Background: an optimization exercise with open tools, aiming at small area, a short achievable clock period and few clock cycles. Do not read the settings as production practice.
Only simulation tests tie the RTL to the original design; equivalence was not proved.

--- design/flow/design.v ---
module bfsk_gstep (
    input  wire signed [15:0] c,
    input  wire signed [23:0] q1,
    input  wire signed [23:0] q2,
    input  wire signed [11:0] x,
    output wire signed [23:0] q0
);
    wire signed [39:0] prod = c * q1;
    wire signed [23:0] m    = prod[37:14];
    assign q0 = m - q2 + {{12{x[11]}}, x};
endmodule
module bfsk_power (
    input  wire signed [15:0] c,
    input  wire signed [23:0] q1,
    input  wire signed [23:0] q2,
    output wire signed [51:0] p
);
    wire signed [39:0] prod = c * q1;
    wire signed [25:0] m    = prod[39:14];
    wire signed [51:0] s1   = q1 * q1;
    wire signed [51:0] s2   = q2 * q2;
    wire signed [51:0] s3   = m * q2;
    assign p = s1 + s2 - s3;
endmodule
module bfsk_demod (
    input  wire        clk,
    input  wire        rst,
    input  wire        in_valid,
    output wire        in_ready,
    input  wire [1:0]  in_op,
    input  wire [39:0] in_data,
    output reg         bit_valid,
    output reg         bit_val,
    output reg         bit_lock,
    output reg         byte_valid,
    output reg  [7:0]  byte_data
);
    localparam [1:0] OP_SAMPLE = 2'd0;
    localparam [1:0] OP_RESET  = 2'd1;
    localparam [1:0] OP_CFG    = 2'd2;
    localparam [63:0] PREAMBLE = 64'h5555_5555_5555_5555;
    assign in_ready = 1'b1;
    wire accept     = in_valid && in_ready;
    wire do_cfg     = accept && in_op == OP_CFG && in_data[7:0] != 8'd0;
    wire do_clear   = (accept && in_op == OP_RESET) || do_cfg;
    reg               cfg_valid;
    reg        [7:0]  sps;
    reg signed [15:0] coeff0, coeff1;
    wire do_sample  = accept && in_op == OP_SAMPLE && cfg_valid;
    reg        [7:0]  n;
    reg signed [23:0] q1_0, q2_0, q1_1, q2_1;
    wire signed [23:0] nq_0, nq_1;
    wire signed [11:0] x = in_data[11:0];
    bfsk_gstep g0 (.c(coeff0), .q1(q1_0), .q2(q2_0), .x(x), .q0(nq_0));
    bfsk_gstep g1 (.c(coeff1), .q1(q1_1), .q2(q2_1), .x(x), .q0(nq_1));
    wire win_close = ({1'b0, n} + 9'd1) == {1'b0, sps};
    reg               w_valid;
    reg signed [15:0] w_c0, w_c1;
    reg signed [23:0] w_q1_0, w_q2_0, w_q1_1, w_q2_1;
    always @(posedge clk) begin
        if (rst) begin
            cfg_valid <= 1'b0;
            sps       <= 8'd0;
            coeff0    <= 16'sd0;
            coeff1    <= 16'sd0;
            n         <= 8'd0;
            q1_0      <= 24'sd0;
            q2_0      <= 24'sd0;
            q1_1      <= 24'sd0;
            q2_1      <= 24'sd0;
            w_valid   <= 1'b0;
        end else begin
            w_valid <= 1'b0;
            if (do_cfg) begin
                cfg_valid <= 1'b1;
                sps       <= in_data[7:0];
                coeff0    <= in_data[23:8];
                coeff1    <= in_data[39:24];
            end
            if (do_clear) begin
                n    <= 8'd0;
                q1_0 <= 24'sd0;
                q2_0 <= 24'sd0;
                q1_1 <= 24'sd0;
                q2_1 <= 24'sd0;
            end else if (do_sample) begin
                if (win_close) begin
                    n       <= 8'd0;
                    q1_0    <= 24'sd0;
                    q2_0    <= 24'sd0;
                    q1_1    <= 24'sd0;
                    q2_1    <= 24'sd0;
                    w_valid <= 1'b1;
                    w_c0    <= coeff0;
                    w_c1    <= coeff1;
                    w_q1_0  <= nq_0;
                    w_q2_0  <= q1_0;
                    w_q1_1  <= nq_1;
                    w_q2_1  <= q1_1;
                end else begin
                    n    <= n + 8'd1;
                    q1_0 <= nq_0;
                    q2_0 <= q1_0;
                    q1_1 <= nq_1;
                    q2_1 <= q1_1;
                end
            end
        end
    end
    wire signed [51:0] p0, p1;
    bfsk_power pw0 (.c(w_c0), .q1(w_q1_0), .q2(w_q2_0), .p(p0));
    bfsk_power pw1 (.c(w_c1), .q1(w_q1_1), .q2(w_q2_1), .p(p1));
    wire bit_dec = p1 > p0;
    reg        locked;
    reg [63:0] sync_sr;
    reg [7:0]  bp_acc;
    reg [2:0]  bp_cnt;
    wire [63:0] sr_next   = {sync_sr[62:0], bit_dec};
    wire        lock_now  = !locked && sr_next == PREAMBLE;
    wire [7:0]  acc_next  = {bp_acc[6:0], bit_dec};
    wire        byte_done = locked && bp_cnt == 3'd7;
    always @(posedge clk) begin
        if (rst) begin
            locked     <= 1'b0;
            sync_sr    <= 64'd0;
            bp_acc     <= 8'd0;
            bp_cnt     <= 3'd0;
            bit_valid  <= 1'b0;
            bit_val    <= 1'b0;
            bit_lock   <= 1'b0;
            byte_valid <= 1'b0;
            byte_data  <= 8'd0;
        end else begin
            bit_valid  <= w_valid;
            byte_valid <= w_valid && byte_done;
            if (w_valid) begin
                bit_val  <= bit_dec;
                bit_lock <= locked || lock_now;
                if (!locked) begin
                    sync_sr <= sr_next;
                    if (lock_now) begin
                        locked <= 1'b1;
                        bp_acc <= 8'd0;
                        bp_cnt <= 3'd0;
                    end
                end else if (byte_done) begin
                    byte_data <= acc_next;
                    bp_acc    <= 8'd0;
                    bp_cnt    <= 3'd0;
                end else begin
                    bp_acc <= acc_next;
                    bp_cnt <= bp_cnt + 3'd1;
                end
            end
            if (do_clear) begin
                locked  <= 1'b0;
                sync_sr <= 64'd0;
                bp_acc  <= 8'd0;
                bp_cnt  <= 3'd0;
            end
        end
    end
endmodule
--- design/flow/run.sh ---
#!/bin/bash
# synth_recipe.tcl (not shown) runs the flow's synth.tcl, then flattens the netlist and writes it again
# the make line also repeats each setting of config.mk as NAME=value (left out here)
make -C /OpenROAD-flow-scripts/flow DESIGN_CONFIG=/design/flow/config.mk WORK_HOME=/design/flow/orfs CLKGATE_MAP_FILE= SYNTH_SCRIPT=/design/flow/synth_recipe.tcl finish
--- design/flow/config.mk ---
export PLATFORM = sky130hd
export DESIGN_NAME = bfsk_demod
export DESIGN_NICKNAME = bfsk_demod
export VERILOG_FILES = /design/flow/design.v
export SDC_FILE = /design/flow/constraint.sdc
export NUM_CORES = 4
export LEC_CHECK = 0
export CAP_MARGIN = 20
export CORE_MARGIN = 2
export CORE_UTILIZATION = 40
export SLEW_MARGIN = 20
--- design/flow/constraint.sdc ---
create_clock -name core_clock -period 22.0 [get_ports {clk}]
set_input_delay 4.4000 -clock core_clock [delete_from_list [all_inputs] [get_ports {clk}]]
set_output_delay 4.4000 -clock core_clock [all_outputs]
set_load 0.01 [all_outputs]
==> run notes <==
[cell families (layout without fill, tap and decap cells)]
group | after synthesis | count (layout)
xor gates and xnor gates | 681 | 681
DFF | 360 | 360
adders and majority gates | 6561 | 6561
other | 1 | 6
muxes | 7 | 7
buffers and inverters | 6358 | 6033
and+or+nand+nor | 5389 | 5389
AOI/OAI and AO/OA | 1564 | 1564
[area by class of cell]
class | instances | area, sq um | share of cell area
Clock inverter | 27 | 324 | 0.00158
Inverter | 5492 | 20600 | 0.100
Antenna cell | 5 | 12.5 | 0.0000608
Timing Repair Buffer | 459 | 3760 | 0.0183
Multi-Input combinational cell | 14200 | 163000 | 0.794
Sequential cell | 360 | 8490 | 0.0413
Clock buffer | 55 | 1190 | 0.00581
Tap cell | 6450 | 8070 | 0.0392
[cells in the mapped netlist, types with 49 or more instances]
cell         n
xnor2_1    491
nor2b_1     99
ha_1      1437
a21o_1     278
a21oi_1    578
o21ai_0    211
and2_1    1713
inv_1     5476
dfxtp_1    232
a31oi_1     49
nor3_1      95
nor2_1     532
o21bai_1    59
nand3_1    146
edfxtp_1   128
fa_1      5124
clkbuf_1   846
xor2_1     190
o21a_1      90
nand2_1   2423
nand2b_1   181
[layer usage]
metal	global-route usage	up-vias	part of all wire
met5	0.000490	-	0.000024
met3	0.0299	658	0.062
met2	0.378	3610	0.48
met4	0.0626	2	0.033
li1	-	60100	-
met1	0.312	70800	0.43
[final timing paths]
path / depth (start not counted) / end / slack (ps)
worst max-delay path: 76 / bp_cnt[1] / 950
worst min-delay path: 0 / w_q2_0[17] / 450
worst max register to register: 76 / bp_cnt[1] / 950
worst min register to register: 0 / w_q2_0[17] / 450
[critical path, delay by kind of cell (launching register included)]
| kind | cells | cell delay [ps] |
|---|---|---|
| DFF | 1 | 800 |
| and+or+nand+nor | 11 | 2670 |
| AOI/OAI and AO/OA | 30 | 6630 |
| xor gates and xnor gates | 2 | 780 |
| muxes | 1 | 280 |
| adders and majority gates | 18 | 8380 |
| buffers and inverters | 14 | 1440 |
[metrics by stage]
| step | util | instances | instance area (sq um) | hold WS (ps) |
|---|---|---|---|---|
| after floorplan | - | 20900 | 195000 | 406 |
| after CTS | 0.422 | 27000 | 205000 | 449 |
| after global routing | 0.423 | 27000 | 206000 | 465 |
| after global placement | 0.419 | 26900 | 204000 | 422 |
| after detailed placement | 0.419 | 26900 | 204000 | 430 |
| final | 0.423 | 27100 | 206000 | 447 |
[flip-flops by register name (all words and copies together), names as in the netlist, 3 cells and up]
| name | flops |
|---|---|
| byte_data | 8 |
| w_q2_1 | 24 |
| w_q1_1 | 24 |
| q2_0 | 24 |
| sync_sr | 63 |
| w_c1 | 16 |
| w_c0 | 16 |
| q2_1 | 24 |
| sps | 8 |
| w_q2_0 | 24 |
| coeff0 | 16 |
| q1_0 | 24 |
| n | 8 |
| w_q1_0 | 24 |
| bp_acc | 7 |
| q1_1 | 24 |
| coeff1 | 16 |
| bp_cnt | 3 |
[repair_timing]
item	in CTS	in global routing
hold buffers	0	0
buffers inserted	0	52
gates resized for setup	0	2
setup endpoints to repair	0	14
==> run notes <==
Drt wl/cell: 19.9 um
Post-Synth XOR/XNOR Area: 0.0306
DRC: 0
CTS clk-pin slew, worst paths: 60 ps
Total grt overflow: 0
Worst-Margin Slew: 1110 ps
Post-Synthesis Cells: 20.9k
Root Driver: clkbuf_16
Vias: 135k
Most common cell after layout, fill and taps aside: inv_1
Largest cells by area after synthesis: fa_1, inv_1, ha_1, and2_1, nand2_1
Num CTS Buffers: 44
CP Max Fanout: 24
I/O pin count: 58
Routability cong.: 0.934
Clock Latency Late Sink: 670 ps
Vias/cell: 5.00
Final ANT Viol Nets: 0
Vias in the first global route: 150k
Worst Path Required: 22,580 ps
Sequential fraction of the synthesis area: 0.0435
Top FF cell, synth: dfxtp_1
Largest family of logic cells by synthesized area: adder cells
Post-Synth Simple-Gate Area: 0.134
Row Count: 256
Status: timing/DRC/antenna clean
Synth Cell Area: 195,000 sq um
RR Startpoint: w_c0[2]
Post-detail-place hpwl: 446 mm
Crit path DAT: 21,640 ps
Cell variety after synth: 94
Fin crit share: 0.957
Worst setup EP type: register
Number of max-cap violations: 0
Yosys reg bits: 360
GRT Overall Usage: 0.227
Clock buffer depth: 3
Global-route wire length before repair: 870 mm
FMAX: 47.5 MHz
Post-synth top area cell: fa_1
CP Launch Type: register
TritonRoute pass-1 iters: 6
CTS tree: done
Clk_skew: 47.2 ps
Ys async rst share: 0
Slowest library cell on the worst path: edfxtp_1
Synth Area in Adders: 0.618
Synth-to-Final Area Change: 5.40%
Port bufs: 56
Ratio of cells with drive above 1 in the final layout: 0.0290
Number of synthesized flops with an enable pin: 128
CTS HTree Levels: 2
Initial core utilization: 0.402
Total wire length: 539 mm
Initial antenna violation count: 11
Final setup violating endpoints: 0
YS warnings: 1
Setup TNS: 0 ps
Max-slew violations: 0
Die X-Extent: 702 um
Multiplexer share of the synthesized area: 0.000398
Relative slew slack: 0.259
Mean Syn Cell Area: 9.33 sq um
Initial DRC Count: 8,008
Final setup margin: 946 ps
Post-synthesis compound-gate area fraction: 0.0512
Largest net degree at the start of global routing: 76
Hold Path Class: register to register
Hold Vio Cnt, Final: 0
Worst setup path start: w_c0[2]
CP most frequent cell: fa_1
HP Start: q1_0[17]
RSZ-0062 raised after global routing: no
Crit path kind: register to register
Sinks on Clock Net: 360
Min cycle time layout: 21,050 ps
Fillers: 47.8k
Syn nets: 27.5k
Worst stage delay on the critical path: 800 ps
Commonest cells after routing, fill and taps aside: inv_1, fa_1, nand2_1
Area share of the largest cell type after synthesis: 0.526
Die height: 702 um
Fin nets: 27.2k
Dpl ws: 952 ps
Core Area: 486,000 sq um
Full die area: 493,000 sq um
Testbench counts, summed over its fixed seeds: cycles 86,427.

-- separate check: timing with driven ports --
Ports are ideal in the flow. The routed layout listed here was re-timed in OpenROAD. Step 1: set_driving_cell puts a clkbuf_16 on clk and a buf_2 on each other input, an assumption about the parent block. Step 2, shift: input delay + t, output delay - t, t = (earliest + latest rising clock arrival at the registers) / 2. This alone moves slack from input paths to output paths. Slacks: ideal / step 1 / step 2; pairs: ideal / step 1.
t, ns: 0.702
setup slack, ns: 0.946 / 0.946 / 0.946
worst hold slack (ns): 0.447 / 0.447 / 0.447
After both steps setup and hold are still met in this run. The setup slack of this run moves by 0.000 ns with the drivers and by 0.000 ns with both steps.
